This is an optimization exercise on Yosys and OpenROAD, whose aim is small area, a short achievable clock period and few clock cycles per item, not a production implementation.
RTL that was checked went through simulation tests only; none was proved equivalent to the original.
The RTL of runs 1 and 4 was laid out without a check of its function.

==> flow/design.v, too long to show whole: its modules and the start of the top module <==
// module fadd_pre: 16 lines
// module falign: 10 lines
// module flzc27: 11 lines
// module fadd_x: 38 lines
// module fadd_y: 29 lines
// module fnorm: 23 lines
// module fmul_p: 11 lines
// module fmul_r: 27 lines
// module lfo_pfast: 36 lines
// module lfo_walign: 9 lines
// module lfo_pslow: 44 lines
// module lfo_palign: 14 lines
// module mul24x24: 410 lines
// module lfo_cmul: 179 lines
// module lfo_idx: 35 lines
// module lfo_ss: 23 lines
// module lfo_sintab: 267 lines
// module lfo_tick: 422 lines
module lfo_tick (
    input  wire        clk,
    input  wire        rst,
    input  wire        cmd_valid,
    output wire        cmd_ready,
    input  wire [1:0]  cmd_op,
    input  wire [31:0] cmd_arg,
    input  wire [31:0] cmd_x0,
    input  wire [31:0] cmd_x1,
    output reg         res_valid,
    output reg  [31:0] res_y0,
    output reg  [31:0] res_y1,
    output reg  [31:0] res_mult,
    output reg  [31:0] res_sins,
    output reg  [31:0] res_phase
);
  // ...
==> flow/flow/run.sh <==
#!/bin/bash
set -euo pipefail
MARGIN=$(cat flow/margin.txt)
bash standard.sh SETUP_SLACK_MARGIN=$MARGIN finish > layout.log 2>&1
==> flow/flow/margin.txt <==
17.6
==> flow/standard.sh <==
#!/bin/bash
# synth_recipe.tcl (not shown) runs the flow's synth.tcl, then flattens the netlist and writes it again
# the make line also repeats each setting of config.mk as NAME=value (left out here)
make -C /OpenROAD-flow-scripts/flow DESIGN_CONFIG=/design/flow/config.mk WORK_HOME=/design/flow/orfs CLKGATE_MAP_FILE= SYNTH_SCRIPT=/design/flow/synth_recipe.tcl "${@:-finish}"
==> flow/config.mk <==
export PLATFORM = sky130hd
export DESIGN_NAME = lfo_tick
export DESIGN_NICKNAME = lfo_tick
export VERILOG_FILES = /design/flow/design.v
export SDC_FILE = /design/flow/constraint.sdc
export NUM_CORES = 8
export LEC_CHECK = 0
export ABC_AREA = 1
export CAP_MARGIN = 20
export CORE_MARGIN = 2
export CORE_UTILIZATION = 30
export SLEW_MARGIN = 20
export SYNTH_MEMORY_MAX_BITS = 65536
==> flow/constraint.sdc <==
create_clock -name core_clock -period 24.0 [get_ports {clk}]
set_input_delay 4.8000 -clock core_clock [delete_from_list [all_inputs] [get_ports {clk}]]
set_output_delay 4.8000 -clock core_clock [all_outputs]
set_load 0.01 [all_outputs]
==> report_table.html, run 1 <==
<table>
<tr><th>Metric</th><th>Value</th></tr>
<tr><th colspan="2">Outcome</th></tr>
<tr><td>Outcome</td><td>no timing/DRC/antenna violations</td></tr>
<tr><th colspan="2">GRT</th></tr>
<tr><td>Met2 Resource Use GR</td><td>36.6%</td></tr>
<tr><td>Fraction of met1 tracks used by global routing</td><td>28.1%</td></tr>
<tr><th colspan="2">Finish</th></tr>
<tr><td>Growth of design area from synthesis to finish</td><td>16.1%</td></tr>
<tr><td>Number of nets at the end of the flow</td><td>22600</td></tr>
<tr><td>Share of cell area taken by flip-flops and latches</td><td>22.3%</td></tr>
<tr><th colspan="2">Routing</th></tr>
<tr><td>Initial DRC count</td><td>13800</td></tr>
<tr><td>Top layer reached by signal wires</td><td>met5</td></tr>
<tr><td>Detail-routed net length per standard cell</td><td>21.8 um</td></tr>
<tr><th colspan="2">Placed design</th></tr>
<tr><td>IO Port Bufs</td><td>261</td></tr>
<tr><td>Worst-case setup slack after placement</td><td>15.35 ns</td></tr>
<tr><td>Final weighted congestion in routability-driven placement</td><td>1.03</td></tr>
<tr><td>Dpl cells</td><td>26900</td></tr>
<tr><th colspan="2">Worst setup path</th></tr>
<tr><td>Origin of the worst setup path</td><td>ge04[0]</td></tr>
<tr><td>Number of stages on the worst setup path</td><td>33</td></tr>
<tr><th colspan="2">Clocking</th></tr>
<tr><td>CTS resizes</td><td>826</td></tr>
<tr><td>Clock H-tree levels</td><td>4</td></tr>
<tr><th colspan="2">Timing</th></tr>
<tr><td>Unrepaired setup endpoints after global routing</td><td>true</td></tr>
<tr><td>Relative slew margins</td><td>18.3%</td></tr>
<tr><td>Period utilization</td><td>27.7%</td></tr>
<tr><th colspan="2">Logic synthesis</th></tr>
<tr><td>Post-synthesis net count</td><td>22300</td></tr>
<tr><td>Fraction of registers with async set/reset</td><td>0%</td></tr>
<tr><td>Count of flip-flops with a built-in enable after synthesis</td><td>98</td></tr>
<tr><td>Post-synthesis cell count</td><td>20600</td></tr>
<tr><th colspan="2">Min path</th></tr>
<tr><td>Hold EP</td><td>omg5[15]</td></tr>
<tr><th colspan="2">Floorplanning</th></tr>
<tr><td>Chip Height</td><td>712 um</td></tr>
<tr><td>Chip width</td><td>712 um</td></tr>
<tr><td>Placeable core region</td><td>501000 um2</td></tr>
</table>
==> module fmul_r, before the edit <==
module fmul_r (
    input  wire               s,
    input  wire [47:0]        p,
    input  wire signed [10:0] e0,
    output wire [31:0]        y
);
    wire [7:0]  e0l = e0[7:0];
    wire [7:0]  e0h = e0[7:0] + 8'd1;
    wire [23:0] mh  = p[47:24];
    wire        rh  = p[23] & ((|p[22:0]) | mh[0]);
    wire [30:0] nh  = {e0h, mh[22:0]} + {30'd0, rh};
    wire [23:0] mlo = p[46:23];
    wire        rl  = p[22] & ((|p[21:0]) | mlo[0]);
    wire [30:0] nl  = {e0l, mlo[22:0]} + {30'd0, rl};
    wire        ovh = (e0 >= 11'sd254);
    wire        ovl = (e0 >= 11'sd255);
    wire [4:0]  k   = (e0 < -11'sd25) ? 5'd26 : (5'd0 - e0[4:0]);
    wire [25:0] wv  = p[47:22];
    wire [25:0] ws  = wv >> k;
    wire        sts = ws[0] | (|(wv & ~(26'h3FFFFFF << k))) | (|p[21:0]);
    wire        rs  = ws[1] & (sts | ws[2]);
    wire [30:0] ns  = {7'd0, ws[25:2]} + {30'd0, rs};
    wire        sb  = (e0 < 11'sd1);
    assign y = sb ? {s, ns} :
               p[47] ? (ovh ? {s, 8'hFF, 23'd0} : {s, nh}) :
                       (ovl ? {s, 8'hFF, 23'd0} : {s, nl});
endmodule
==> module lfo_pfast, before the edit <==
module lfo_pfast (
    input  wire [31:0] a,
    input  wire [25:0] ar,
    input  wire        st,
    output wire [31:0] y,
    output wire [1:0]  k,
    output wire        ge,
    output wire        ovf
);
    localparam [30:0] TWO_PI_M = 31'h40C90FDB;
    wire        anz = |a[30:23];
    wire [23:0] ml  = {anz, a[22:0]};
    wire [7:0]  el  = {a[30:24], a[23] | ~anz};
    wire [23:0] bi  = ar[25:2];
    wire        g   = ar[1];
    wire        r   = ar[0];
    wire [25:0] s0  = {2'b00, ml} + {2'b00, bi};
    wire [25:0] s1  = {2'b00, ml} + {2'b00, bi} + 26'd1;
    wire [25:0] s2  = {2'b00, ml} + {2'b00, bi} + 26'd2;
    wire        co  = s0[24];
    wire        rnd0 = g & (r | st | s0[0]);
    wire        rnd1 = s0[0] & (g | r | st | s0[1]);
    wire [7:0]  el1 = el + 8'd1;
    wire [7:0]  el2 = el + 8'd2;
    wire [30:0] p00 = {s0[23] ? el : 8'd0, s0[22:0]};
    wire [30:0] p01 = s1[24] ? {el1, 23'd0} : {s1[23] ? el : 8'd0, s1[22:0]};
    wire [30:0] p10 = {el1, s0[23:1]};
    wire [30:0] p11 = s2[25] ? {el2, 23'd0} : {el1, s2[23:1]};
    wire [30:0] mag = co ? (rnd1 ? p11 : p10) : (rnd0 ? p01 : p00);
    assign ovf = (&mag[30:23]) | (co & (el == 8'd254));
    assign y   = ovf ? {a[31], 8'hFF, 23'd0} : {a[31], mag};
    assign k   = co ? ((rnd1 & s2[25]) ? 2'd2 : 2'd1) : {1'b0, rnd0 & s1[24]};
    wire ge0 = (p00 >= TWO_PI_M) | ((p00 == TWO_PI_M - 31'd1) & rnd0);
    wire ge1 = (p10 >= TWO_PI_M) | ((p10 == TWO_PI_M - 31'd1) & rnd1);
    assign ge  = ~a[31] & (ovf | (co ? ge1 : ge0));
endmodule
==> module lfo_tick, before the edit <==
module lfo_tick (
    input  wire        clk,
    input  wire        rst,
    input  wire        cmd_valid,
    output wire        cmd_ready,
    input  wire [1:0]  cmd_op,
    input  wire [31:0] cmd_arg,
    input  wire [31:0] cmd_x0,
    input  wire [31:0] cmd_x1,
    output reg         res_valid,
    output reg  [31:0] res_y0,
    output reg  [31:0] res_y1,
    output reg  [31:0] res_mult,
    output reg  [31:0] res_sins,
    output reg  [31:0] res_phase
);
    localparam [1:0] OP_TICK  = 2'd0;
    localparam [1:0] OP_PINC  = 2'd1;
    localparam [1:0] OP_PHASE = 2'd2;
    localparam [31:0] ONE_F      = 32'h3F800000;
    localparam [30:0] TWO_PI_M   = 31'h40C90FDB;
    localparam [31:0] QNAN       = 32'h7FC00000;
    localparam [2:0] P_IDLE = 3'd0;    
    localparam [2:0] P_SB   = 3'd1;    
    localparam [2:0] P_WA   = 3'd2;    
    localparam [2:0] P_WB   = 3'd3;    
    localparam [2:0] P_AL   = 3'd4;    
    reg  [2:0]  pst;
    reg         rdy;
    reg         cv;
    reg  [1:0]  c_op;
    reg  [31:0] c_arg, c_x0, c_x1;
    assign cmd_ready = rdy;
    wire acc = cmd_valid & rdy;
    wire go  = cv & (pst == P_IDLE);
    wire go_tick = go & (c_op == OP_TICK);
    reg  [2:0]  pst_n;
    wire cv_n = acc | (cv & ~go);
    always @(posedge clk) begin
        if (rdy) begin
            c_op  <= cmd_op;
            c_arg <= cmd_arg;
            c_x0  <= cmd_x0;
            c_x1  <= cmd_x1;
        end
        if (rst) begin
            cv  <= 1'b0;
            rdy <= 1'b1;
        end else begin
            cv  <= cv_n;
            rdy <= ~cv_n | (pst_n == P_IDLE);
        end
    end
    reg  [31:0] phase, pinc;
    reg  [25:0] par;       
    reg         pst_k;     
    reg         pswp;      
    reg         pok;       
    wire [31:0] pf_y;
    wire [1:0]  pf_k;
    wire        pf_ge, pf_ovf;
    lfo_pfast u_pf (.a(phase), .ar(par), .st(pst_k), .y(pf_y), .k(pf_k), .ge(pf_ge), .ovf(pf_ovf));
    wire [27:0] pa_s;
    wire [4:0]  pa_lz;
    wire [7:0]  pa_el;
    wire        pa_sg, pa_sub, pa_nan, pa_inf, pa_infs, pa_zs;
    lfo_pslow u_pa (.p(phase), .q(pinc), .ar(par), .st(pst_k), .pswp(pswp), .wrap(pst == P_WA),
                    .s(pa_s), .lz(pa_lz), .el(pa_el), .sg(pa_sg), .sub(pa_sub), .nan(pa_nan),
                    .inf(pa_inf), .infs(pa_infs), .zs(pa_zs));
    reg  [27:0] sv_s;
    reg  [4:0]  sv_lz;
    reg  [7:0]  sv_el;
    reg         sv_sg, sv_sub, sv_nan, sv_inf, sv_infs, sv_zs;
    always @(posedge clk) begin
        sv_s    <= pa_s;
        sv_lz   <= pa_lz;
        sv_el   <= pa_el;
        sv_sg   <= pa_sg;
        sv_sub  <= pa_sub;
        sv_nan  <= pa_nan;
        sv_inf  <= pa_inf;
        sv_infs <= pa_infs;
        sv_zs   <= pa_zs;
    end
    wire [31:0] ps_y;
    fadd_y u_ps (.s(sv_s), .lz(sv_lz), .el(sv_el), .sg(sv_sg), .sub(sv_sub), .nan(sv_nan),
                 .inf(sv_inf), .infs(sv_infs), .zs(sv_zs), .y(ps_y));
    wire ps_ge = ~ps_y[31] & (ps_y[30:0] >= TWO_PI_M) & ~((&ps_y[30:23]) & (|ps_y[22:0]));
    wire [25:0] al_ar;
    wire        al_st, al_swp, al_ok;
    lfo_palign u_al (.p(phase), .q(pinc), .ar(al_ar), .st(al_st), .pswp(al_swp), .ok(al_ok));
    reg [31:0] phase_n, pinc_n;
    always @(*) begin
        pst_n   = pst;
        phase_n = phase;
        pinc_n  = pinc;
        case (pst)
            P_IDLE: begin
                if (cv) begin
                    case (c_op)
                        OP_TICK: begin
                            if (pok) begin
                                phase_n = pf_y;
                                pst_n   = pf_ge ? P_WA : P_IDLE;
                            end else begin
                                pst_n   = P_SB;
                            end
                        end
                        OP_PINC: begin
                            pinc_n = c_arg;
                            pst_n  = P_AL;
                        end
                        OP_PHASE: begin
                            phase_n = c_arg;
                            pst_n   = P_AL;
                        end
                        default: ;
                    endcase
                end
            end
            P_SB: begin
                phase_n = ps_y;
                pst_n   = ps_ge ? P_WA : P_AL;
            end
            P_WA: pst_n = P_WB;
            P_WB: begin
                phase_n = ps_y;
                pst_n   = P_AL;
            end
            default: pst_n = P_IDLE;
        endcase
    end
    wire [25:0] par_k = (pf_k == 2'd0) ? par :
                        (pf_k == 2'd1) ? {1'b0, par[25:1]} : {2'b00, par[25:2]};
    wire        pst_kk = pst_k | ((pf_k != 2'd0) & par[0]) | ((pf_k == 2'd2) & par[1]);
    always @(posedge clk) begin
        if (rst) begin
            pst   <= P_IDLE;
            phase <= 32'h00000000;
            pinc  <= 32'h00000000;
            pok   <= 1'b1;
            pswp  <= 1'b0;
            par   <= 26'd0;
            pst_k <= 1'b0;
        end else begin
            pst   <= pst_n;
            phase <= phase_n;
            pinc  <= pinc_n;
            if (pst == P_AL) begin
                par   <= al_ar;
                pst_k <= al_st;
                pswp  <= al_swp;
                pok   <= al_ok;
            end else if (go_tick & pok) begin
                par   <= par_k;
                pst_k <= pst_kk;
                pok   <= ~pf_ovf;
            end
        end
    end
    reg [31:0] h1, h2, h3, h4, h5, h6, h7;
    always @(posedge clk) begin
        h1 <= phase;
        h2 <= h1;
        h3 <= h2;
        h4 <= h3;
        h5 <= h4;
        h6 <= h5;
        h7 <= h6;
    end
    reg v1, v2, v3, v4, v5, v6, v7, v8;
    always @(posedge clk) begin
        if (rst) begin
            v1 <= 1'b0; v2 <= 1'b0; v3 <= 1'b0; v4 <= 1'b0;
            v5 <= 1'b0; v6 <= 1'b0; v7 <= 1'b0; v8 <= 1'b0;
            res_valid <= 1'b0;
        end else begin
            v1 <= go_tick; v2 <= v1; v3 <= v2; v4 <= v3;
            v5 <= v4; v6 <= v5; v7 <= v6; v8 <= v7;
            res_valid <= v8;
        end
    end
    reg s1, s2, s3, s4, s5, s6, s7, s8;
    reg r1, r2, r3, r4, r5, r6, r7, r8;
    wire        ph_nz = |phase[30:23];
    wire [47:0] prod;
    lfo_cmul u_cm (.a({ph_nz, phase[22:0]}), .p(prod));
    reg [25:0] pr1;
    reg        lz1, sg1, sp1;
    reg [7:0]  e1;
    reg [31:0] g1, x01, x11;
    always @(posedge clk) begin
        pr1 <= prod[47:22];
        lz1 <= ~(|phase[21:0]);           
        e1  <= {phase[30:24], phase[23] | ~ph_nz};
        sg1 <= phase[31];
        sp1 <= &phase[30:23];
        g1  <= c_arg;
        x01 <= c_x0;
        x11 <= c_x1;
        s1  <= ~pok;
        r1  <= pok & pf_ge;
    end
    wire [9:0] n_w;
    wire       bad_w;
    lfo_idx u_idx (.pr(pr1), .lz(lz1), .e(e1), .sgn(sg1), .spec(sp1), .n(n_w), .bad(bad_w));
    wire       oswp_w;
    wire [4:0] odd_w;
    fadd_pre u_op (.a(ONE_F), .b({~g1[31], g1[30:0]}), .swp(oswp_w), .dd(odd_w));
    reg [9:0]  n2;
    reg        sg2, bad2, oswp2;
    reg [4:0]  odd2;
    reg [31:0] g2, x02, x12;
    always @(posedge clk) begin
        n2    <= n_w;
        sg2   <= sg1;
        bad2  <= bad_w;
        oswp2 <= oswp_w;
        odd2  <= odd_w;
        g2    <= g1;
        x02   <= x01;
        x12   <= x11;
        s2    <= s1;
        r2    <= r1 | ((pst == P_SB) & ps_ge);
    end
    wire [31:0] ss_w;
    lfo_ss u_ss (.n(n2), .sgn(sg2), .bad(bad2), .ss(ss_w));
    wire [27:0] oa_s;
    wire [4:0]  oa_lz;
    wire [7:0]  oa_el;
    wire        oa_sg, oa_sub, oa_nan, oa_inf, oa_infs, oa_zs;
    fadd_x u_oa (.a(ONE_F), .b({~g2[31], g2[30:0]}), .swp(oswp2), .dd(odd2), .s(oa_s), .lz(oa_lz),
                 .el(oa_el), .sg(oa_sg), .sub(oa_sub), .nan(oa_nan), .inf(oa_inf), .infs(oa_infs),
                 .zs(oa_zs));
    wire signed [9:0] ge_w;
    wire [23:0] gm_w;
    wire        gnan_w, ginf_w, gzero_w;
    fnorm u_gn (.a(g2), .e(ge_w), .m(gm_w), .nan(gnan_w), .inf(ginf_w), .zero(gzero_w));
    reg [31:0] ss3, x03, x13;
    reg [27:0] oa_s3;
    reg [4:0]  oa_lz3;
    reg [7:0]  oa_el3;
    reg        oa_sg3, oa_sub3, oa_nan3, oa_inf3, oa_infs3, oa_zs3;
    reg signed [9:0] ge3;
    reg [23:0] gm3;
    reg        gs3, gnan3, ginf3, gzero3;
    always @(posedge clk) begin
        ss3      <= ss_w;
        x03      <= x02;
        x13      <= x12;
        oa_s3    <= oa_s;
        oa_lz3   <= oa_lz;
        oa_el3   <= oa_el;
        oa_sg3   <= oa_sg;
        oa_sub3  <= oa_sub;
        oa_nan3  <= oa_nan;
        oa_inf3  <= oa_inf;
        oa_infs3 <= oa_infs;
        oa_zs3   <= oa_zs;
        ge3      <= ge_w;
        gm3      <= gm_w;
        gs3      <= g2[31];
        gnan3    <= gnan_w;
        ginf3    <= ginf_w;
        gzero3   <= gzero_w;
        s3       <= s2;
        r3       <= r2;
    end
    wire [47:0]        gp_w;
    wire signed [10:0] ge0_w;
    fmul_p u_gp (.ea(ge3), .ma(gm3), .eb({2'b00, ss3[30:23]}), .mb({1'b1, ss3[22:0]}),
                 .p(gp_w), .e0(ge0_w));
    wire ss_nan  = &ss3[30:23];
    wire ss_zero = ~(|ss3[30:0]);
    wire [31:0] omg_w;
    fadd_y u_of (.s(oa_s3), .lz(oa_lz3), .el(oa_el3), .sg(oa_sg3), .sub(oa_sub3), .nan(oa_nan3),
                 .inf(oa_inf3), .infs(oa_infs3), .zs(oa_zs3), .y(omg_w));
    reg [47:0]        gp4;
    reg signed [10:0] ge04;
    reg               gsg4, gqn4, gin4, gzr4;
    reg [31:0]        ss4, omg4, x04, x14;
    always @(posedge clk) begin
        gp4  <= gp_w;
        ge04 <= ge0_w;
        gsg4 <= gs3;
        gqn4 <= gnan3 | ss_nan | (ginf3 & ss_zero);
        gin4 <= ginf3;
        gzr4 <= gzero3 | ss_zero;
        ss4  <= ss3;
        omg4 <= omg_w;
        x04  <= x03;
        x14  <= x13;
        s4   <= s3;
        r4   <= r3;
    end
    wire [31:0] gsr_w;
    fmul_r u_gr (.s(gsg4), .p(gp4), .e0(ge04), .y(gsr_w));
    wire [31:0] gs_w = gqn4 ? QNAN :
                       gin4 ? {gsg4, 8'hFF, 23'd0} :
                       gzr4 ? {gsg4, 31'd0} :
                       gsr_w;
    wire       mswp_w;
    wire [4:0] mdd_w;
    fadd_pre u_mp (.a(omg4), .b(gs_w), .swp(mswp_w), .dd(mdd_w));
    reg [31:0] gs5, omg5, ss5, x05, x15;
    reg        mswp5;
    reg [4:0]  mdd5;
    always @(posedge clk) begin
        gs5   <= gs_w;
        omg5  <= omg4;
        mswp5 <= mswp_w;
        mdd5  <= mdd_w;
        ss5   <= ss4;
        x05   <= x04;
        x15   <= x14;
        s5    <= s4;
        r5    <= r4;
    end
    wire [27:0] ma_s;
    wire [4:0]  ma_lz;
    wire [7:0]  ma_el;
    wire        ma_sg, ma_sub, ma_nan, ma_inf, ma_infs, ma_zs;
    fadd_x u_ma (.a(omg5), .b(gs5), .swp(mswp5), .dd(mdd5), .s(ma_s), .lz(ma_lz), .el(ma_el),
                 .sg(ma_sg), .sub(ma_sub), .nan(ma_nan), .inf(ma_inf), .infs(ma_infs), .zs(ma_zs));
    reg [27:0] ma_s6;
    reg [4:0]  ma_lz6;
    reg [7:0]  ma_el6;
    reg        ma_sg6, ma_sub6, ma_nan6, ma_inf6, ma_infs6, ma_zs6;
    reg [31:0] ss6, x06, x16;
    always @(posedge clk) begin
        ma_s6    <= ma_s;
        ma_lz6   <= ma_lz;
        ma_el6   <= ma_el;
        ma_sg6   <= ma_sg;
        ma_sub6  <= ma_sub;
        ma_nan6  <= ma_nan;
        ma_inf6  <= ma_inf;
        ma_infs6 <= ma_infs;
        ma_zs6   <= ma_zs;
        ss6      <= ss5;
        x06      <= x05;
        x16      <= x15;
        s6       <= s5;
        r6       <= r5;
    end
    wire [31:0] m_w;
    fadd_y u_mf (.s(ma_s6), .lz(ma_lz6), .el(ma_el6), .sg(ma_sg6), .sub(ma_sub6), .nan(ma_nan6),
                 .inf(ma_inf6), .infs(ma_infs6), .zs(ma_zs6), .y(m_w));
    wire signed [9:0] x0e_w, x1e_w;
    wire [23:0] x0m_w, x1m_w;
    wire        x0nan_w, x0inf_w, x0zero_w, x1nan_w, x1inf_w, x1zero_w;
    fnorm u_x0n (.a(x06), .e(x0e_w), .m(x0m_w), .nan(x0nan_w), .inf(x0inf_w), .zero(x0zero_w));
    fnorm u_x1n (.a(x16), .e(x1e_w), .m(x1m_w), .nan(x1nan_w), .inf(x1inf_w), .zero(x1zero_w));
    reg [31:0] m7, ss7;
    reg signed [9:0] x0e7, x1e7;
    reg [23:0] x0m7, x1m7;
    reg        x0s7, x1s7, x0nan7, x0inf7, x0zero7, x1nan7, x1inf7, x1zero7;
    always @(posedge clk) begin
        m7      <= m_w;
        ss7     <= ss6;
        x0e7    <= x0e_w;
        x1e7    <= x1e_w;
        x0m7    <= x0m_w;
        x1m7    <= x1m_w;
        x0s7    <= x06[31];
        x1s7    <= x16[31];
        x0nan7  <= x0nan_w;
        x0inf7  <= x0inf_w;
        x0zero7 <= x0zero_w;
        x1nan7  <= x1nan_w;
        x1inf7  <= x1inf_w;
        x1zero7 <= x1zero_w;
        s7      <= s6;
        r7      <= r6;
    end
    wire m_nan  = (&m7[30:23]) & (|m7[22:0]);
    wire m_inf  = (&m7[30:23]) & ~(|m7[22:0]);
    wire m_zero = ~(|m7[30:0]);
    wire [47:0]        y0p_w, y1p_w;
    wire signed [10:0] y0e_w, y1e_w;
    fmul_p u_y0p (.ea(x0e7), .ma(x0m7), .eb({2'b00, m7[30:23]}), .mb({1'b1, m7[22:0]}),
                  .p(y0p_w), .e0(y0e_w));
    fmul_p u_y1p (.ea(x1e7), .ma(x1m7), .eb({2'b00, m7[30:23]}), .mb({1'b1, m7[22:0]}),
                  .p(y1p_w), .e0(y1e_w));
    reg [47:0]        y0p8, y1p8;
    reg signed [10:0] y0e8, y1e8;
    reg               y0s8, y1s8, y0qn8, y1qn8, y0in8, y1in8, y0zr8, y1zr8;
    reg [31:0]        m8, ss8;
    always @(posedge clk) begin
        y0p8  <= y0p_w;
        y1p8  <= y1p_w;
        y0e8  <= y0e_w;
        y1e8  <= y1e_w;
        y0s8  <= x0s7 ^ m7[31];
        y1s8  <= x1s7 ^ m7[31];
        y0qn8 <= x0nan7 | m_nan | (x0inf7 & m_zero) | (x0zero7 & m_inf);
        y1qn8 <= x1nan7 | m_nan | (x1inf7 & m_zero) | (x1zero7 & m_inf);
        y0in8 <= x0inf7 | m_inf;
        y1in8 <= x1inf7 | m_inf;
        y0zr8 <= x0zero7 | m_zero;
        y1zr8 <= x1zero7 | m_zero;
        m8    <= m7;
        ss8   <= ss7;
        s8    <= s7;
        r8    <= r7;
    end
    wire [31:0] y0r_w, y1r_w;
    fmul_r u_y0r (.s(y0s8), .p(y0p8), .e0(y0e8), .y(y0r_w));
    fmul_r u_y1r (.s(y1s8), .p(y1p8), .e0(y1e8), .y(y1r_w));
    always @(posedge clk) begin
        res_y0   <= y0qn8 ? QNAN : y0in8 ? {y0s8, 8'hFF, 23'd0} : y0zr8 ? {y0s8, 31'd0} : y0r_w;
        res_y1   <= y1qn8 ? QNAN : y1in8 ? {y1s8, 8'hFF, 23'd0} : y1zr8 ? {y1s8, 31'd0} : y1r_w;
        res_mult <= m8;
        res_sins <= ss8;
        case ({r8, s8})
            2'b00:   res_phase <= h7;
            2'b01:   res_phase <= h6;
            2'b10:   res_phase <= h5;
            default: res_phase <= h4;
        endcase
    end
endmodule
==> run 2: changes to the inputs <==
--- a/flow/design.v
+++ b/flow/design.v
@@ -142,26 +142,17 @@
     input  wire signed [10:0] e0,
     output wire [31:0]        y
 );
-    wire [7:0]  e0l = e0[7:0];
-    wire [7:0]  e0h = e0[7:0] + 8'd1;
-    wire [23:0] mh  = p[47:24];
-    wire        rh  = p[23] & ((|p[22:0]) | mh[0]);
-    wire [30:0] nh  = {e0h, mh[22:0]} + {30'd0, rh};
-    wire [23:0] mlo = p[46:23];
-    wire        rl  = p[22] & ((|p[21:0]) | mlo[0]);
-    wire [30:0] nl  = {e0l, mlo[22:0]} + {30'd0, rl};
-    wire        ovh = (e0 >= 11'sd254);
-    wire        ovl = (e0 >= 11'sd255);
-    wire [4:0]  k   = (e0 < -11'sd25) ? 5'd26 : (5'd0 - e0[4:0]);
-    wire [25:0] wv  = p[47:22];
-    wire [25:0] ws  = wv >> k;
-    wire        sts = ws[0] | (|(wv & ~(26'h3FFFFFF << k))) | (|p[21:0]);
-    wire        rs  = ws[1] & (sts | ws[2]);
-    wire [30:0] ns  = {7'd0, ws[25:2]} + {30'd0, rs};
     wire        sb  = (e0 < 11'sd1);
-    assign y = sb ? {s, ns} :
-               p[47] ? (ovh ? {s, 8'hFF, 23'd0} : {s, nh}) :
-                       (ovl ? {s, 8'hFF, 23'd0} : {s, nl});
+    wire [4:0]  k   = (e0 < -11'sd26) ? 5'd27 : (5'd1 - e0[4:0]);
+    wire [4:0]  sh  = sb ? k : {4'd0, p[47]};
+    wire [26:0] wv  = p[47:21];
+    wire [26:0] ws  = wv >> sh;
+    wire        sts = ws[0] | (|(wv & ~(27'h7FFFFFF << sh))) | (|p[20:0]);
+    wire        rnd = ws[1] & (sts | ws[2]);
+    wire [7:0]  ef  = sb ? {7'd0, ws[25]} : (e0[7:0] + {7'd0, p[47]});
+    wire [30:0] mag = {ef, ws[24:2]} + {30'd0, rnd};
+    wire        ovf = ~sb & ((e0 + {10'd0, p[47]}) >= 11'sd255);
+    assign y = ovf ? {s, 8'hFF, 23'd0} : {s, mag};
 endmodule
 module lfo_pfast (
     input  wire [31:0] a,
@@ -174,30 +165,21 @@
 );
     localparam [30:0] TWO_PI_M = 31'h40C90FDB;
     wire        anz = |a[30:23];
-    wire [23:0] ml  = {anz, a[22:0]};
     wire [7:0]  el  = {a[30:24], a[23] | ~anz};
-    wire [23:0] bi  = ar[25:2];
-    wire        g   = ar[1];
-    wire        r   = ar[0];
-    wire [25:0] s0  = {2'b00, ml} + {2'b00, bi};
-    wire [25:0] s1  = {2'b00, ml} + {2'b00, bi} + 26'd1;
-    wire [25:0] s2  = {2'b00, ml} + {2'b00, bi} + 26'd2;
+    wire [24:0] s0  = {1'b0, anz, a[22:0]} + {1'b0, ar[25:2]};
     wire        co  = s0[24];
-    wire        rnd0 = g & (r | st | s0[0]);
-    wire        rnd1 = s0[0] & (g | r | st | s0[1]);
-    wire [7:0]  el1 = el + 8'd1;
-    wire [7:0]  el2 = el + 8'd2;
-    wire [30:0] p00 = {s0[23] ? el : 8'd0, s0[22:0]};
-    wire [30:0] p01 = s1[24] ? {el1, 23'd0} : {s1[23] ? el : 8'd0, s1[22:0]};
-    wire [30:0] p10 = {el1, s0[23:1]};
-    wire [30:0] p11 = s2[25] ? {el2, 23'd0} : {el1, s2[23:1]};
-    wire [30:0] mag = co ? (rnd1 ? p11 : p10) : (rnd0 ? p01 : p00);
+    wire [23:0] mt  = co ? s0[24:1] : s0[23:0];
+    wire        g   = co ? s0[0] : ar[1];
+    wire        sk  = co ? (ar[1] | ar[0] | st) : (ar[0] | st);
+    wire [7:0]  ef  = co ? (el + 8'd1) : (mt[23] ? el : 8'd0);
+    wire [30:0] pre = {ef, mt[22:0]};
+    wire        rnd = g & (sk | mt[0]);
+    wire [30:0] mag = pre + {30'd0, rnd};
     assign ovf = (&mag[30:23]) | (co & (el == 8'd254));
     assign y   = ovf ? {a[31], 8'hFF, 23'd0} : {a[31], mag};
-    assign k   = co ? ((rnd1 & s2[25]) ? 2'd2 : 2'd1) : {1'b0, rnd0 & s1[24]};
-    wire ge0 = (p00 >= TWO_PI_M) | ((p00 == TWO_PI_M - 31'd1) & rnd0);
-    wire ge1 = (p10 >= TWO_PI_M) | ((p10 == TWO_PI_M - 31'd1) & rnd1);
-    assign ge  = ~a[31] & (ovf | (co ? ge1 : ge0));
+    wire        rc  = rnd & (&mt);
+    assign k   = {co & rc, co ^ rc};
+    assign ge  = ~a[31] & (ovf | (pre >= TWO_PI_M) | ((pre == TWO_PI_M - 31'd1) & rnd));
 endmodule
 module lfo_walign (
     input  wire [7:0]  e,
@@ -1243,19 +1225,16 @@
     wire        pf_ge, pf_ovf;
     lfo_pfast u_pf (.a(phase), .ar(par), .st(pst_k), .y(pf_y), .k(pf_k), .ge(pf_ge), .ovf(pf_ovf));
     wire [27:0] pa_s;
-    wire [4:0]  pa_lz;
     wire [7:0]  pa_el;
     wire        pa_sg, pa_sub, pa_nan, pa_inf, pa_infs, pa_zs;
     lfo_pslow u_pa (.p(phase), .q(pinc), .ar(par), .st(pst_k), .pswp(pswp), .wrap(pst == P_WA),
-                    .s(pa_s), .lz(pa_lz), .el(pa_el), .sg(pa_sg), .sub(pa_sub), .nan(pa_nan),
+                    .s(pa_s), .lz(), .el(pa_el), .sg(pa_sg), .sub(pa_sub), .nan(pa_nan),
                     .inf(pa_inf), .infs(pa_infs), .zs(pa_zs));
     reg  [27:0] sv_s;
-    reg  [4:0]  sv_lz;
     reg  [7:0]  sv_el;
     reg         sv_sg, sv_sub, sv_nan, sv_inf, sv_infs, sv_zs;
     always @(posedge clk) begin
         sv_s    <= pa_s;
-        sv_lz   <= pa_lz;
         sv_el   <= pa_el;
         sv_sg   <= pa_sg;
         sv_sub  <= pa_sub;
@@ -1264,6 +1243,8 @@
         sv_infs <= pa_infs;
         sv_zs   <= pa_zs;
     end
+    wire [4:0]  sv_lz;
+    flzc27 u_plz (.s(sv_s[26:0]), .lz(sv_lz));
     wire [31:0] ps_y;
     fadd_y u_ps (.s(sv_s), .lz(sv_lz), .el(sv_el), .sg(sv_sg), .sub(sv_sub), .nan(sv_nan),
                  .inf(sv_inf), .infs(sv_infs), .zs(sv_zs), .y(ps_y));
==> flow/flow/margin.txt (replaced) <==
18
==> run 2 against run 1 <==
Against the previous run: critical path depth is 20 higher; setup slack worse by 0.43 ns; synthesized cell count is 6.8% lower; first-iteration DRC count is 1.1% higher; clock skew decreased by 0.043 ns; highest routed layer unchanged; still clean on timing, DRC and antenna; core utilization increased by 2.8 points.
==> report_table.html, run 2 <==
<table>
<tr><th>Metric</th><th>Value</th></tr>
<tr><th colspan="2">Job</th></tr>
<tr><td>Number of max-capacitance violations reported</td><td>0</td></tr>
<tr><th colspan="2">Timing</th></tr>
<tr><td>Final setup violation count</td><td>0</td></tr>
<tr><td>Worst-case setup margin in the final layout</td><td>16.92 ns</td></tr>
<tr><td>Relative slew margins</td><td>20.3% (+2.0 points)</td></tr>
<tr><td>Number of hold violations in the final report</td><td>0</td></tr>
<tr><td>Final Skew</td><td>0.0837 ns</td></tr>
<tr><td>Final slew viol count</td><td>0</td></tr>
<tr><td>Achievable frequency</td><td>141 MHz</td></tr>
<tr><td>Unrepaired setup endpoints after global routing</td><td>true</td></tr>
<tr><td>Transition time of the tightest slew-check pin</td><td>1.18 ns</td></tr>
<tr><td>Setup tns final</td><td>0 ns</td></tr>
<tr><td>Period utilization</td><td>29.5% (+1.8 points)</td></tr>
<tr><td>Final worst path period need</td><td>7.08 ns</td></tr>
<tr><th colspan="2">Logic synthesis</th></tr>
<tr><td>Fraction of registers with async set/reset</td><td>0% (unchanged)</td></tr>
<tr><td>Count of flip-flops with a built-in enable after synthesis</td><td>98 (unchanged)</td></tr>
<tr><td>Number of warnings issued by yosys</td><td>5</td></tr>
<tr><td>Count of distinct cell types in the synthesized netlist</td><td>107</td></tr>
<tr><td>Area leader, netlist</td><td>sky130_fd_sc_hd__dfxtp_1</td></tr>
<tr><td>Top post-synthesis cells by count</td><td>sky130_fd_sc_hd__nand2_1 (3410), sky130_fd_sc_hd__inv_1 (2718), sky130_fd_sc_hd__dfxtp_1 (1784)</td></tr>
<tr><td>Mapped Area</td><td>143000 um2</td></tr>
<tr><td>Post-Synthesis Mean Instance Area</td><td>7.46 um2</td></tr>
<tr><td>FF+latch count, synth</td><td>1882</td></tr>
<tr><td>Most numerous cell in the Yosys netlist</td><td>sky130_fd_sc_hd__nand2_1</td></tr>
<tr><td>Prevailing post-synth register cell</td><td>sky130_fd_sc_hd__dfxtp_1</td></tr>
<tr><td>Seq/Total Area, Yosys</td><td>27.0%</td></tr>
<tr><td>Share of the synthesized area in the top cell type</td><td>24.9%</td></tr>
<tr><td>Post-synthesis net count</td><td>20900 (-6.3%)</td></tr>
<tr><td>Post-synthesis cell count</td><td>19200 (-6.8%)</td></tr>
<tr><td>Area contributors post-synth</td><td>sky130_fd_sc_hd__dfxtp_1 (25%), sky130_fd_sc_hd__fa_1 (12%), sky130_fd_sc_hd__nand2_1 (8.9%)</td></tr>
<tr><th colspan="2">Worst setup path</th></tr>
<tr><td>Worst setup path category</td><td>register to register</td></tr>
<tr><td>Arrival time of data at the critical path endpoint</td><td>7.90 ns</td></tr>
<tr><td>Crit path largest cell delay</td><td>0.39 ns</td></tr>
<tr><td>Slowest cell on crit path</td><td>sky130_fd_sc_hd__or3b_4</td></tr>
<tr><td>Worst Setup End Kind</td><td>register</td></tr>
<tr><td>Family with the most delay on the worst path</td><td>simple AND/OR/NAND/NOR gates</td></tr>
<tr><td>Max FO, Critical Path</td><td>5</td></tr>
<tr><td>Worst endpoint required time</td><td>24.82 ns</td></tr>
<tr><td>Crit path buffers/inverters</td><td>9</td></tr>
<tr><td>Startpoint type of the worst setup path</td><td>register</td></tr>
<tr><td>Cell seen most often among critical-path stages</td><td>sky130_fd_sc_hd__nand2_2</td></tr>
<tr><th colspan="2">Min path</th></tr>
<tr><td>Hold/Removal Path Class</td><td>register to register</td></tr>
<tr><th colspan="2">GRT</th></tr>
<tr><td>Pin count of the biggest net entering global routing</td><td>65</td></tr>
<tr><td>GRT Overall Usage</td><td>22.3%</td></tr>
<tr><td>Global-route congestion overflow total</td><td>0</td></tr>
<tr><td>Via count of the first global-routing pass</td><td>135000</td></tr>
<tr><td>Initial antenna violation count</td><td>34</td></tr>
<tr><td>Wire length of the first global-routing pass</td><td>834 mm</td></tr>
<tr><th colspan="2">Routing</th></tr>
<tr><td>Detail-routed net length per standard cell</td><td>21.4 um (-1.8%)</td></tr>
<tr><td>Via-per-instance ratio</td><td>5.28</td></tr>
<tr><td>Initial DRC count</td><td>14000 (+1.1%)</td></tr>
<tr><td>Overall via count from detail_route</td><td>141000</td></tr>
<tr><td>Detailed-route DRC error count</td><td>0</td></tr>
<tr><td>WL final</td><td>574 mm</td></tr>
<tr><td>Post-DRT Antenna Nets</td><td>0</td></tr>
<tr><td>Iteration count of the initial detailed-routing pass</td><td>9</td></tr>
<tr><th colspan="2">Finish</th></tr>
<tr><td>Most frequent standard cell in the layout excluding fill and tap cells</td><td>sky130_fd_sc_hd__nand2_1</td></tr>
<tr><td>Highest-count cells in the layout ignoring fill and taps</td><td>sky130_fd_sc_hd__nand2_1 (3165), sky130_fd_sc_hd__inv_1 (2533), sky130_fd_sc_hd__dfxtp_1 (1613)</td></tr>
<tr><td>Fill cell instance count of the final layout</td><td>48600</td></tr>
<tr><td>Number of nets at the end of the flow</td><td>21900 (-3.0%)</td></tr>
<tr><td>Fraction of the core area covered by cells at the end of the flow</td><td>37.7%</td></tr>
<tr><td>Growth of design area from synthesis to finish</td><td>25.2%</td></tr>
<tr><td>Ratio of cells with drive above 1 in the final layout</td><td>18.6%</td></tr>
<tr><td>Largest registers ranked by flip-flop count</td><td>gp4 x48, y0p8 x48, y1p8 x48</td></tr>
<tr><td>Reg area</td><td>39000 um2</td></tr>
<tr><td>Multi-input gate area in the final layout</td><td>97400 um2</td></tr>
<tr><th colspan="2">Clocking</th></tr>
<tr><td>Sinks on Clock Net</td><td>1882</td></tr>
<tr><td>Cts bufs inserted</td><td>212</td></tr>
<tr><td>TritonCTS clock tree</td><td>built</td></tr>
<tr><td>Root Buffer</td><td>sky130_fd_sc_hd__clkbuf_16</td></tr>
<tr><td>Insertion delay to the later sink of the worst-skew pair</td><td>0.97 ns</td></tr>
<tr><td>CTS Buffer Depth</td><td>4</td></tr>
<tr><td>Clock H-tree levels</td><td>4 (unchanged)</td></tr>
<tr><td>Clock edge transition at the registers on the reported setup and hold paths</td><td>0.06 ns</td></tr>
<tr><th colspan="2">Floorplanning</th></tr>
<tr><td>Starting Density</td><td>30.1%</td></tr>
<tr><td>Top Ports</td><td>263</td></tr>
<tr><td>Rows</td><td>253</td></tr>
<tr><td>Total Die Area</td><td>483000 um2</td></tr>
<tr><td>Chip width</td><td>695 um (-2.4%)</td></tr>
<tr><td>Placeable core region</td><td>475000 um2 (-5.1%)</td></tr>
<tr><td>Chip Height</td><td>695 um (-2.4%)</td></tr>
<tr><th colspan="2">Placed design</th></tr>
<tr><td>Final weighted congestion in routability-driven placement</td><td>1.02 (-0.91%)</td></tr>
<tr><td>Placed wire-length estimate after detailed placement</td><td>401 mm</td></tr>
<tr><td>IO Port Bufs</td><td>261 (unchanged)</td></tr>
<tr><td>Worst-case setup slack after placement</td><td>15.83 ns (+0.479 ns)</td></tr>
<tr><th colspan="2">Outcome</th></tr>
<tr><td>Outcome</td><td>no timing/DRC/antenna violations</td></tr>
</table>
## run 2: stage by stage
stage / instances / instance area (um2) / hold WS (ns)
after global placement: 25200 / 153000 / 0.310
final: 26800 / 179000 / 0.274
after global routing: 26800 / 179000 / 0.288
after floorplan: 19200 / 144000 / 0.310
after detailed placement: 25200 / 153000 / 0.312
after CTS: 26300 / 171000 / 0.272
## run 2: cells by family (layout without fill, tap and decap cells)
| group | count (synthesis) | count (layout) | share of synthesized area [%] |
|---|---|---|---|
| other | 1 | 38 | 0.00262 |
| buffers and inverters | 3783 | 4933 | 10.1 |
| and+or+nand+nor | 6308 | 6314 | 18.5 |
| AOI/OAI and AO/OA | 4303 | 4308 | 17.5 |
| muxes | 66 | 66 | 0.461 |
| xor gates and xnor gates | 1228 | 1228 | 7.52 |
| adders and majority gates | 1629 | 1629 | 18.9 |
| DFF | 1882 | 1882 | 27.0 |
## run 2: timing repair
action | CTS | global route
pin swaps | 364 | 524
gates resized for setup | 2115 | 1258
cloned | 72 | 26
hold buffers | 0 | 0
setup endpoints to repair | 422 | 422
setup buffers | 677 | 380
## run 2: cell type report
| cell class | instances | area share, % |
|---|---|---|
| antenna | 37 | 0.0517 |
| clock buffer | 267 | 3.26 |
| clock inverter | 128 | 0.799 |
| inverter | 2894 | 6.39 |
| multi-input combinational | 13500 | 54.3 |
| sequential | 1882 | 21.8 |
| tap | 6375 | 4.45 |
| timing repair buffer | 1613 | 8.83 |
| timing repair inverter | 31 | 0.119 |
## run 2: path summary, 6_finish.rpt
kind,slack (ns),to,cells past startpoint,from
max reg2reg,16.92,mdd5[2],53,ge04[10]
min reg2reg,0.27,h2[17],0,h1[17]
max,16.92,mdd5[2],53,ge04[10]
min,0.27,h2[17],0,h1[17]
## run 2: layer usage
metal | wire length, um | GRT usage, % | vias up
li1 | - | - | 65300
met1 | 221000 | 27.2 | 67100
met2 | 263000 | 36.5 | 6947
met3 | 52000 | 4.76 | 1975
met4 | 38000 | 12.5 | 22
met5 | 215 | 0 | -
Testbench counts of run 2, summed over its fixed seeds: cycles 4,324, items 4,096.
==> run 3: changes to the inputs <==
==> flow/flow/margin.txt (replaced) <==
17.6
==> run 3 against run 2 <==
Against the previous run: still clean on timing, DRC and antenna; clock-buffer cell count grew 13; clock skew grew 0.032 ns; wire length shrank 3.6%; sequential cell count is the same; global-route usage shrank 0.64 points; synthesized area is the same; via count shrank 2.0%; critical path type unchanged.
==> report_table.html, run 3 <==
<table>
<tr><th>Metric</th><th>Value</th></tr>
<tr><th colspan="2">Outcome</th></tr>
<tr><td>Outcome</td><td>no timing/DRC/antenna violations</td></tr>
<tr><th colspan="2">Timing</th></tr>
<tr><td>Number of hold violations in the final report</td><td>0 (unchanged)</td></tr>
<tr><td>Final Skew</td><td>0.115 ns (+0.0316 ns)</td></tr>
<tr><td>Transition time of the tightest slew-check pin</td><td>1.27 ns (+0.0872 ns)</td></tr>
<tr><td>Achievable frequency</td><td>141 MHz (-0.17%)</td></tr>
<tr><td>Final worst path period need</td><td>7.09 ns (+0.0122 ns)</td></tr>
<tr><td>Unrepaired setup endpoints after global routing</td><td>true</td></tr>
<tr><td>Final setup violation count</td><td>0 (unchanged)</td></tr>
<tr><td>Final slew viol count</td><td>0 (unchanged)</td></tr>
<tr><td>Setup tns final</td><td>0 ns (unchanged)</td></tr>
<tr><td>Relative slew margins</td><td>14.7% (-5.6 points)</td></tr>
<tr><td>Period utilization</td><td>29.6% (+0.051 points)</td></tr>
<tr><td>Final hold slack</td><td>0.313 ns (+0.0396 ns)</td></tr>
<tr><th colspan="2">Finish</th></tr>
<tr><td>Number of nets at the end of the flow</td><td>21500 (-2.0%)</td></tr>
<tr><td>Ratio of cells with drive above 1 in the final layout</td><td>13.8% (-4.8 points)</td></tr>
<tr><td>Growth of design area from synthesis to finish</td><td>20.9%</td></tr>
<tr><td>Fraction of the core area covered by cells at the end of the flow</td><td>36.4% (-1.3 points)</td></tr>
<tr><td>Most frequent standard cell in the layout excluding fill and tap cells</td><td>sky130_fd_sc_hd__nand2_1</td></tr>
<tr><td>Number of standard cells in the final layout excluding fillers</td><td>26400 (-1.6%)</td></tr>
<tr><td>Fill cell instance count of the final layout</td><td>49300 (+1.4%)</td></tr>
<tr><td>Highest-count cells in the layout ignoring fill and taps</td><td>sky130_fd_sc_hd__nand2_1 (3245), sky130_fd_sc_hd__inv_1 (2589), sky130_fd_sc_hd__dfxtp_1 (1697)</td></tr>
<tr><td>Final cell area excluding filler cells</td><td>173000 um2 (-3.4%)</td></tr>
<tr><td>Largest registers ranked by flip-flop count</td><td>gp4 x48, y0p8 x48, y1p8 x48</td></tr>
<tr><th colspan="2">Worst setup path</th></tr>
<tr><td>Arrival time of data at the critical path endpoint</td><td>7.94 ns (+0.04 ns)</td></tr>
<tr><td>Worst Setup End Kind</td><td>register</td></tr>
<tr><td>Family with the most delay on the worst path</td><td>simple AND/OR/NAND/NOR gates</td></tr>
<tr><td>Crit path largest cell delay</td><td>0.40 ns (about the same)</td></tr>
<tr><td>Worst setup path category</td><td>register to register</td></tr>
<tr><td>Worst endpoint required time</td><td>24.85 ns (+0.03 ns)</td></tr>
<tr><td>Startpoint type of the worst setup path</td><td>register</td></tr>
<tr><td>Cell seen most often among critical-path stages</td><td>sky130_fd_sc_hd__nand2_2</td></tr>
<tr><td>Max FO, Critical Path</td><td>6 (+1)</td></tr>
<tr><td>Slowest cell on crit path</td><td>sky130_fd_sc_hd__or3b_4</td></tr>
<tr><td>Crit path buffers/inverters</td><td>11 (+2)</td></tr>
<tr><th colspan="2">Floorplanning</th></tr>
<tr><td>Starting Density</td><td>30.1% (unchanged)</td></tr>
<tr><td>Placeable core region</td><td>475000 um2 (unchanged)</td></tr>
<tr><td>Chip Height</td><td>695 um (unchanged)</td></tr>
<tr><td>Rows</td><td>253 (unchanged)</td></tr>
<tr><td>Total Die Area</td><td>483000 um2 (unchanged)</td></tr>
<tr><td>Chip width</td><td>695 um (unchanged)</td></tr>
<tr><td>Top Ports</td><td>263 (unchanged)</td></tr>
<tr><th colspan="2">Clocking</th></tr>
<tr><td>TritonCTS clock tree</td><td>built</td></tr>
<tr><td>Cts-stage hold buffer count</td><td>0 (unchanged)</td></tr>
<tr><td>Root Buffer</td><td>sky130_fd_sc_hd__clkbuf_16</td></tr>
<tr><td>Clock H-tree levels</td><td>4 (unchanged)</td></tr>
<tr><td>Cts bufs inserted</td><td>212 (unchanged)</td></tr>
<tr><td>Sinks on Clock Net</td><td>1882 (unchanged)</td></tr>
<tr><td>Clock edge transition at the registers on the reported setup and hold paths</td><td>0.07 ns (about the same)</td></tr>
<tr><td>CTS Buffer Depth</td><td>4 (unchanged)</td></tr>
<tr><td>Insertion delay to the later sink of the worst-skew pair</td><td>0.97 ns (about the same)</td></tr>
<tr><th colspan="2">Placed design</th></tr>
<tr><td>IO Port Bufs</td><td>261 (unchanged)</td></tr>
<tr><td>Dpl cells</td><td>25200 (+0.044%)</td></tr>
<tr><td>Placed wire-length estimate after detailed placement</td><td>397 mm (-1.0%)</td></tr>
<tr><td>Final weighted congestion in routability-driven placement</td><td>1.03 (+1.6%)</td></tr>
<tr><td>Dpl cell area</td><td>152000 um2 (-0.23%)</td></tr>
<tr><th colspan="2">Logic synthesis</th></tr>
<tr><td>Fraction of registers with async set/reset</td><td>0% (unchanged)</td></tr>
<tr><td>FF+latch count, synth</td><td>1882 (unchanged)</td></tr>
<tr><td>Post-Synthesis Mean Instance Area</td><td>7.46 um2 (unchanged)</td></tr>
<tr><td>Mapped Area</td><td>143000 um2 (unchanged)</td></tr>
<tr><td>Prevailing post-synth register cell</td><td>sky130_fd_sc_hd__dfxtp_1</td></tr>
<tr><td>Top post-synthesis cells by count</td><td>sky130_fd_sc_hd__nand2_1 (3410), sky130_fd_sc_hd__inv_1 (2718), sky130_fd_sc_hd__dfxtp_1 (1784)</td></tr>
<tr><td>Count of distinct cell types in the synthesized netlist</td><td>107 (unchanged)</td></tr>
<tr><td>Count of flip-flops with a built-in enable after synthesis</td><td>98 (unchanged)</td></tr>
<tr><td>Share of the synthesized area in the top cell type</td><td>24.9% (unchanged)</td></tr>
<tr><td>Most numerous cell in the Yosys netlist</td><td>sky130_fd_sc_hd__nand2_1</td></tr>
<tr><td>Post-synthesis cell count</td><td>19200 (unchanged)</td></tr>
<tr><td>Seq/Total Area, Yosys</td><td>27.0% (unchanged)</td></tr>
<tr><td>Number of warnings issued by yosys</td><td>5 (unchanged)</td></tr>
<tr><td>Post-synthesis net count</td><td>20900 (unchanged)</td></tr>
<tr><td>Area leader, netlist</td><td>sky130_fd_sc_hd__dfxtp_1</td></tr>
<tr><td>Area contributors post-synth</td><td>sky130_fd_sc_hd__dfxtp_1 (25%), sky130_fd_sc_hd__fa_1 (12%), sky130_fd_sc_hd__nand2_1 (8.9%)</td></tr>
<tr><th colspan="2">GRT</th></tr>
<tr><td>Pin count of the biggest net entering global routing</td><td>65 (unchanged)</td></tr>
<tr><td>Wire length of the first global-routing pass</td><td>814 mm (-2.4%)</td></tr>
<tr><td>Initial antenna violation count</td><td>37 (+8.8%)</td></tr>
<tr><td>GRT Overall Usage</td><td>21.7% (-0.64 points)</td></tr>
<tr><td>Global-route congestion overflow total</td><td>0 (unchanged)</td></tr>
<tr><td>Via count of the first global-routing pass</td><td>132000 (-2.2%)</td></tr>
<tr><th colspan="2">Routing</th></tr>
<tr><td>WL final</td><td>554 mm (-3.6%)</td></tr>
<tr><td>Iteration count of the initial detailed-routing pass</td><td>7 (-2)</td></tr>
<tr><td>Post-DRT Antenna Nets</td><td>0 (unchanged)</td></tr>
<tr><td>Via-per-instance ratio</td><td>5.26 (-0.40%)</td></tr>
<tr><td>Detail-routed net length per standard cell</td><td>21.0 um (-2.0%)</td></tr>
<tr><td>Overall via count from detail_route</td><td>139000 (-2.0%)</td></tr>
<tr><td>Detailed-route DRC error count</td><td>0 (unchanged)</td></tr>
<tr><td>Initial DRC count</td><td>13700 (-1.8%)</td></tr>
<tr><th colspan="2">Job</th></tr>
<tr><td>Number of max-capacitance violations reported</td><td>0 (unchanged)</td></tr>
<tr><th colspan="2">Min path</th></tr>
<tr><td>Hold/Removal Path Class</td><td>register to register</td></tr>
</table>
run 3: cell counts after synthesis:
Identical to the previous run, type by type.
run 3: repair_timing:
| item | CTS | global route |
|---|---|---|
| endpoints found under the setup margin | 365 | 219 |
| cloned | 58 | 30 |
| pin swaps | 179 | 425 |
| buffers inserted | 320 | 298 |
| gates resized for setup | 1099 | 978 |
run 3: through the flow:
stage,setup WS [ns]
final,16.91
after global routing,16.31
after CTS,17.20
after detailed placement,15.34
after global placement,15.43
after floorplan,17.52
run 3: worst paths after layout:
check                             start      end  slack, ns  depth (start not counted)
worst min-delay path            x05[21]  x06[21]       0.31                          0
worst min register to register  x05[21]  x06[21]       0.31                          0
worst max-delay path            ge04[3]  mdd5[2]      16.91                         54
worst max register to register  ge04[3]  mdd5[2]      16.91                         54
run 3: final cells by class:
cell class | instances | area (um2) | share of cell area [%]
Multi-Input combinational cell | 13500 | 95400 | 55.1
Sequential cell | 1882 | 38800 | 22.4
Timing Repair Buffer | 1178 | 11700 | 6.78
Inverter | 2894 | 11400 | 6.56
Tap cell | 6375 | 7980 | 4.61
Clock buffer | 280 | 5990 | 3.46
Clock inverter | 118 | 1530 | 0.885
Timing Repair inverter | 30 | 191 | 0.111
Antenna cell | 52 | 130 | 0.0751
run 3: cells by family after synthesis:
group	Yosys count	synth area share [%]
other	1	0.00262
adder cells (fa/ha/maj)	1629	18.9
XOR/XNOR	1228	7.52
flip-flops	1882	27.0
multiplexers	66	0.461
AO/OA/AOI/OAI	4303	17.5
AND/OR/NAND/NOR	6308	18.5
buffers and inverters	3783	10.1
run 3: layer usage:
metal  part of all wire [%]  GRT usage, %
met3                    8.2          3.90
met2                     46          35.8
met4                    6.8          12.5
met1                     39          26.5
met5                 0.0065             0
==> run 4: changes to the inputs <==
--- a/flow/design.v
+++ b/flow/design.v
@@ -14,6 +14,25 @@
     wire [7:0]  d   = swp ? dba : dab;
     assign dd = (d > 8'd26) ? 5'd26 : d[4:0];
 endmodule
+module fadd_pre_r (
+    input  wire [31:0] a,
+    input  wire [30:0] pre,
+    input  wire        rnd,
+    input  wire        spec,
+    output wire        swp,      
+    output wire [4:0]  dd        
+);
+    wire        anz = |a[30:23];
+    wire [7:0]  ea  = {a[30:24], a[23] | ~anz};
+    assign swp = ~spec & (rnd ? (pre >= a[30:0]) : (pre > a[30:0]));
+    wire        c   = rnd & (&pre[22:0]);            
+    wire [7:0]  eb0 = {pre[30:24], pre[23] | ~(|pre[30:23])};
+    wire [7:0]  eb1 = pre[30:23] + 8'd1;
+    wire [7:0]  d0  = swp ? (eb0 - ea) : (ea - eb0);
+    wire [7:0]  d1  = swp ? (eb1 - ea) : (ea - eb1);
+    wire [7:0]  d   = c ? d1 : d0;
+    assign dd = (d > 8'd26) ? 5'd26 : d[4:0];
+endmodule
 module falign (
     input  wire [23:0] m,
     input  wire [4:0]  d,
@@ -140,7 +159,10 @@
     input  wire               s,
     input  wire [47:0]        p,
     input  wire signed [10:0] e0,
-    output wire [31:0]        y
+    output wire [31:0]        y,
+    output wire [30:0]        pre,     
+    output wire               rnd,
+    output wire               ovf
 );
     wire        sb  = (e0 < 11'sd1);
     wire [4:0]  k   = (e0 < -11'sd26) ? 5'd27 : (5'd1 - e0[4:0]);
@@ -148,10 +170,11 @@
     wire [26:0] wv  = p[47:21];
     wire [26:0] ws  = wv >> sh;
     wire        sts = ws[0] | (|(wv & ~(27'h7FFFFFF << sh))) | (|p[20:0]);
-    wire        rnd = ws[1] & (sts | ws[2]);
+    assign      rnd = ws[1] & (sts | ws[2]);
     wire [7:0]  ef  = sb ? {7'd0, ws[25]} : (e0[7:0] + {7'd0, p[47]});
-    wire [30:0] mag = {ef, ws[24:2]} + {30'd0, rnd};
-    wire        ovf = ~sb & ((e0 + {10'd0, p[47]}) >= 11'sd255);
+    assign      pre = {ef, ws[24:2]};
+    wire [30:0] mag = pre + {30'd0, rnd};
+    assign      ovf = ~sb & ((e0 + {10'd0, p[47]}) >= 11'sd255);
     assign y = ovf ? {s, 8'hFF, 23'd0} : {s, mag};
 endmodule
 module lfo_pfast (
@@ -1457,14 +1480,17 @@
         r4   <= r3;
     end
     wire [31:0] gsr_w;
-    fmul_r u_gr (.s(gsg4), .p(gp4), .e0(ge04), .y(gsr_w));
+    wire [30:0] gs_pre;
+    wire        gs_rnd, gs_ovf;
+    fmul_r u_gr (.s(gsg4), .p(gp4), .e0(ge04), .y(gsr_w), .pre(gs_pre), .rnd(gs_rnd), .ovf(gs_ovf));
     wire [31:0] gs_w = gqn4 ? QNAN :
                        gin4 ? {gsg4, 8'hFF, 23'd0} :
                        gzr4 ? {gsg4, 31'd0} :
                        gsr_w;
     wire       mswp_w;
     wire [4:0] mdd_w;
-    fadd_pre u_mp (.a(omg4), .b(gs_w), .swp(mswp_w), .dd(mdd_w));
+    fadd_pre_r u_mp (.a(omg4), .pre(gs_pre), .rnd(gs_rnd), .spec(gqn4 | gin4 | gzr4 | gs_ovf),
+                     .swp(mswp_w), .dd(mdd_w));
     reg [31:0] gs5, omg5, ss5, x05, x15;
     reg        mswp5;
     reg [4:0]  mdd5;
@@ -1568,8 +1594,8 @@
         r8    <= r7;
     end
     wire [31:0] y0r_w, y1r_w;
-    fmul_r u_y0r (.s(y0s8), .p(y0p8), .e0(y0e8), .y(y0r_w));
-    fmul_r u_y1r (.s(y1s8), .p(y1p8), .e0(y1e8), .y(y1r_w));
+    fmul_r u_y0r (.s(y0s8), .p(y0p8), .e0(y0e8), .y(y0r_w), .pre(), .rnd(), .ovf());
+    fmul_r u_y1r (.s(y1s8), .p(y1p8), .e0(y1e8), .y(y1r_w), .pre(), .rnd(), .ovf());
     always @(posedge clk) begin
         res_y0   <= y0qn8 ? QNAN : y0in8 ? {y0s8, 8'hFF, 23'd0} : y0zr8 ? {y0s8, 31'd0} : y0r_w;
         res_y1   <= y1qn8 ? QNAN : y1in8 ? {y1s8, 8'hFF, 23'd0} : y1zr8 ? {y1s8, 31'd0} : y1r_w;
==> flow/flow/margin.txt (replaced) <==
17.7
==> run 4 against run 3 <==
Against the previous run: via count rose by 1.0%; still clean on timing, DRC and antenna; die area up 1.3%; synthesized area rose by 1.3%; critical path depth fell by 52; wire length is 4.4% higher; critical endpoint is now cmd_ready; clock skew up 0.019 ns; synthesized cell count increased by 1.1%; core utilization is 0.19 points lower.
==> report_table.html, run 4 <==
<table>
<tr><th>Metric</th><th>Value</th></tr>
<tr><th colspan="2">Routing</th></tr>
<tr><td>Overall via count from detail_route</td><td>140000 (+1.0%)</td></tr>
<tr><td>Post-DRT Antenna Nets</td><td>0 (unchanged)</td></tr>
<tr><td>Initial DRC count</td><td>13700 (-0.044%)</td></tr>
<tr><th colspan="2">Logic synthesis</th></tr>
<tr><td>Share of the synthesized area in the top cell type</td><td>24.6% (-0.31 points)</td></tr>
<tr><td>Count of flip-flops with a built-in enable after synthesis</td><td>98 (unchanged)</td></tr>
<tr><td>Post-Synthesis Mean Instance Area</td><td>7.47 um2 (+0.21%)</td></tr>
<tr><td>Post-synthesis net count</td><td>21200 (+1.1%)</td></tr>
<tr><td>Mapped Area</td><td>145000 um2 (+1.3%)</td></tr>
<tr><td>Seq/Total Area, Yosys</td><td>26.7% (-0.34 points)</td></tr>
<tr><td>Area leader, netlist</td><td>sky130_fd_sc_hd__dfxtp_1</td></tr>
<tr><td>Prevailing post-synth register cell</td><td>sky130_fd_sc_hd__dfxtp_1</td></tr>
<tr><th colspan="2">Finish</th></tr>
<tr><td>Most frequent standard cell in the layout excluding fill and tap cells</td><td>sky130_fd_sc_hd__nand2_1</td></tr>
<tr><td>Reg area</td><td>38900 um2 (about the same)</td></tr>
<tr><td>Highest-count cells in the layout ignoring fill and taps</td><td>sky130_fd_sc_hd__nand2_1 (3199), sky130_fd_sc_hd__inv_1 (2670), sky130_fd_sc_hd__dfxtp_1 (1708)</td></tr>
<tr><td>Growth of design area from synthesis to finish</td><td>20.5%</td></tr>
<tr><td>Multi-input gate area in the final layout</td><td>97000 um2 (+1.7%)</td></tr>
<tr><td>Ratio of cells with drive above 1 in the final layout</td><td>14.8% (+1.0 points)</td></tr>
<tr><td>Number of nets at the end of the flow</td><td>21700 (+0.93%)</td></tr>
<tr><th colspan="2">Worst setup path</th></tr>
<tr><td>Slowest cell on crit path</td><td>sky130_fd_sc_hd__dfxtp_4</td></tr>
<tr><td>Crit path largest cell delay</td><td>0.42 ns (+0.02 ns)</td></tr>
<tr><td>Critical Path End</td><td>cmd_ready</td></tr>
<tr><td>Startpoint type of the worst setup path</td><td>register</td></tr>
<tr><td>Worst Setup End Kind</td><td>output port</td></tr>
<tr><td>Start of the worst register-to-register path</td><td>m7[3]</td></tr>
<tr><td>Worst-case register-to-register setup slack</td><td>17.58 ns (+0.67 ns)</td></tr>
<tr><td>Arrival time of data at the critical path endpoint</td><td>1.69 ns (-6.25 ns)</td></tr>
<tr><td>Max FO, Critical Path</td><td>2 (-4)</td></tr>
<tr><td>Depth of the worst register-to-register path</td><td>35 (-35%)</td></tr>
<tr><th colspan="2">Floorplanning</th></tr>
<tr><td>Rows</td><td>255 (+0.79%)</td></tr>
<tr><td>Total Die Area</td><td>489000 um2 (+1.3%)</td></tr>
<tr><th colspan="2">Clocking</th></tr>
<tr><td>Root Buffer</td><td>sky130_fd_sc_hd__clkbuf_16</td></tr>
<tr><td>Insertion delay to the later sink of the worst-skew pair</td><td>0.98 ns (about the same)</td></tr>
<tr><td>Sinks on Clock Net</td><td>1882 (unchanged)</td></tr>
<tr><th colspan="2">Timing</th></tr>
<tr><td>Relative slew margins</td><td>18.5% (+3.8 points)</td></tr>
<tr><td>Period utilization</td><td>27.0% (-2.5 points)</td></tr>
<tr><td>Achievable frequency</td><td>154 MHz (+9.2%)</td></tr>
<tr><td>Transition time of the tightest slew-check pin</td><td>1.21 ns (-0.0574 ns)</td></tr>
<tr><td>Number of hold violations in the final report</td><td>0 (unchanged)</td></tr>
<tr><td>Unrepaired setup endpoints after global routing</td><td>true</td></tr>
<tr><td>Setup tns final</td><td>0 ns (unchanged)</td></tr>
<tr><td>Final slew viol count</td><td>0 (unchanged)</td></tr>
<tr><th colspan="2">GRT</th></tr>
<tr><td>Via count of the first global-routing pass</td><td>134000 (+1.0%)</td></tr>
<tr><td>Pin count of the biggest net entering global routing</td><td>65 (unchanged)</td></tr>
<tr><td>GRT Overall Usage</td><td>22.2% (+0.50 points)</td></tr>
<tr><td>Wire length of the first global-routing pass</td><td>839 mm (+3.1%)</td></tr>
<tr><td>Global-route congestion overflow total</td><td>0 (unchanged)</td></tr>
<tr><th colspan="2">Outcome</th></tr>
<tr><td>Outcome</td><td>no timing/DRC/antenna violations</td></tr>
<tr><th colspan="2">Job</th></tr>
<tr><td>Number of max-capacitance violations reported</td><td>0 (unchanged)</td></tr>
<tr><th colspan="2">Placed design</th></tr>
<tr><td>Placed wire-length estimate after detailed placement</td><td>412 mm (+3.8%)</td></tr>
</table>
[run 4: critical path, delay by kind of cell, from the launching register on]
kind | cells | cell delay (ns)
buffers and inverters | 2 | 0.30
flip-flops | 1 | 0.42
[run 4: through the flow]
step / util (%) / std cells / hold slack (ns)
after floorplan: - / 19400 / 0.310
after global placement: 32.0 / 25400 / 0.311
after detailed placement: 32.0 / 25400 / 0.312
after CTS: 34.7 / 26200 / 0.295
after global routing: 36.2 / 26500 / 0.297
final: 36.3 / 26600 / 0.292
[run 4: cell type report]
| class | instances | area share, % |
|---|---|---|
| clock buffer | 270 | 3.36 |
| timing repair inverter | 25 | 0.0960 |
| inverter | 2973 | 6.71 |
| multi-input combinational | 13700 | 55.5 |
| antenna | 28 | 0.0401 |
| clock inverter | 123 | 0.910 |
| tap | 6425 | 4.60 |
| timing repair buffer | 1160 | 6.50 |
| sequential | 1882 | 22.2 |
[run 4: kinds of logic after synthesis]
kind of cell	share of synthesized area [%]
and+or+nand+nor	18.5
DFF	26.7
other	0.00259
buffers and inverters	10.3
muxes	0.387
AOI/OAI and AO/OA	17.8
xor gates and xnor gates	7.57
adders and majority gates	18.8
[run 4: worst min path at each step]
stage / startpoint / end / slack [ns] / depth (start not counted)
after floorplan: g1[31] / g2[31] / 0.31 / 0
after global placement: h2[30] / h3[30] / 0.31 / 0
after detailed placement: h3[11] / h4[11] / 0.31 / 0
after CTS: x13[13] / x14[13] / 0.29 / 0
after global routing: x13[19] / x14[19] / 0.30 / 0
final: x15[11] / x16[11] / 0.29 / 0
[run 4: layer usage]
metal / vias to the layer above / global-route usage, % / wire length, um
met1: 66400 / 27.2 / 226000
li1: 65100 / - / -
met5: - / 0.157 / 200
met4: 18 / 12.7 / 41400
met2: 6655 / 36.5 / 262000
met3: 1887 / 4.19 / 48800
[run 4: what timing repair did]
| action | CTS | global route |
|---|---|---|
| setup endpoints to repair | 396 | 193 |
| cloned | 62 | 44 |
| setup buffers | 264 | 325 |
| pin swaps | 170 | 434 |
| resized for setup | 1468 | 1089 |
| hold buffers | 0 | 0 |

[afterwards: timing with drivers on the ports]
No port has a modelled driver above. Below, the same layouts with a new extraction and two added sets of constraints. Step 1: set_driving_cell puts a clkbuf_16 on clk and a buf_2 on each other input, an assumption about the parent block. Step 2 times the ports against the registers' clock, not the clock port: input delays grow and output delays shrink by t, the midpoint of the rising clock arrivals with the driver on. Three values: ideal, step 1, step 2; two values: the first two.
run | t (ns) | setup slack, ns | worst setup path after step 2 | clock arrival spread, ns
run 1 | 1.024 | 17.354 / 17.354 / 17.354 | register to register | 0.145 / 0.145
run 2 | 1.048 | 16.920 / 16.920 / 16.920 | register to register | 0.085 / 0.085
run 3 | 1.026 | 16.908 / 16.908 / 16.908 | register to register | 0.140 / 0.139
run 4 | 1.020 | 17.508 / 17.403 / 17.531 | input to register | 0.136 / 0.136
After both steps setup and hold are still met in every run listed.
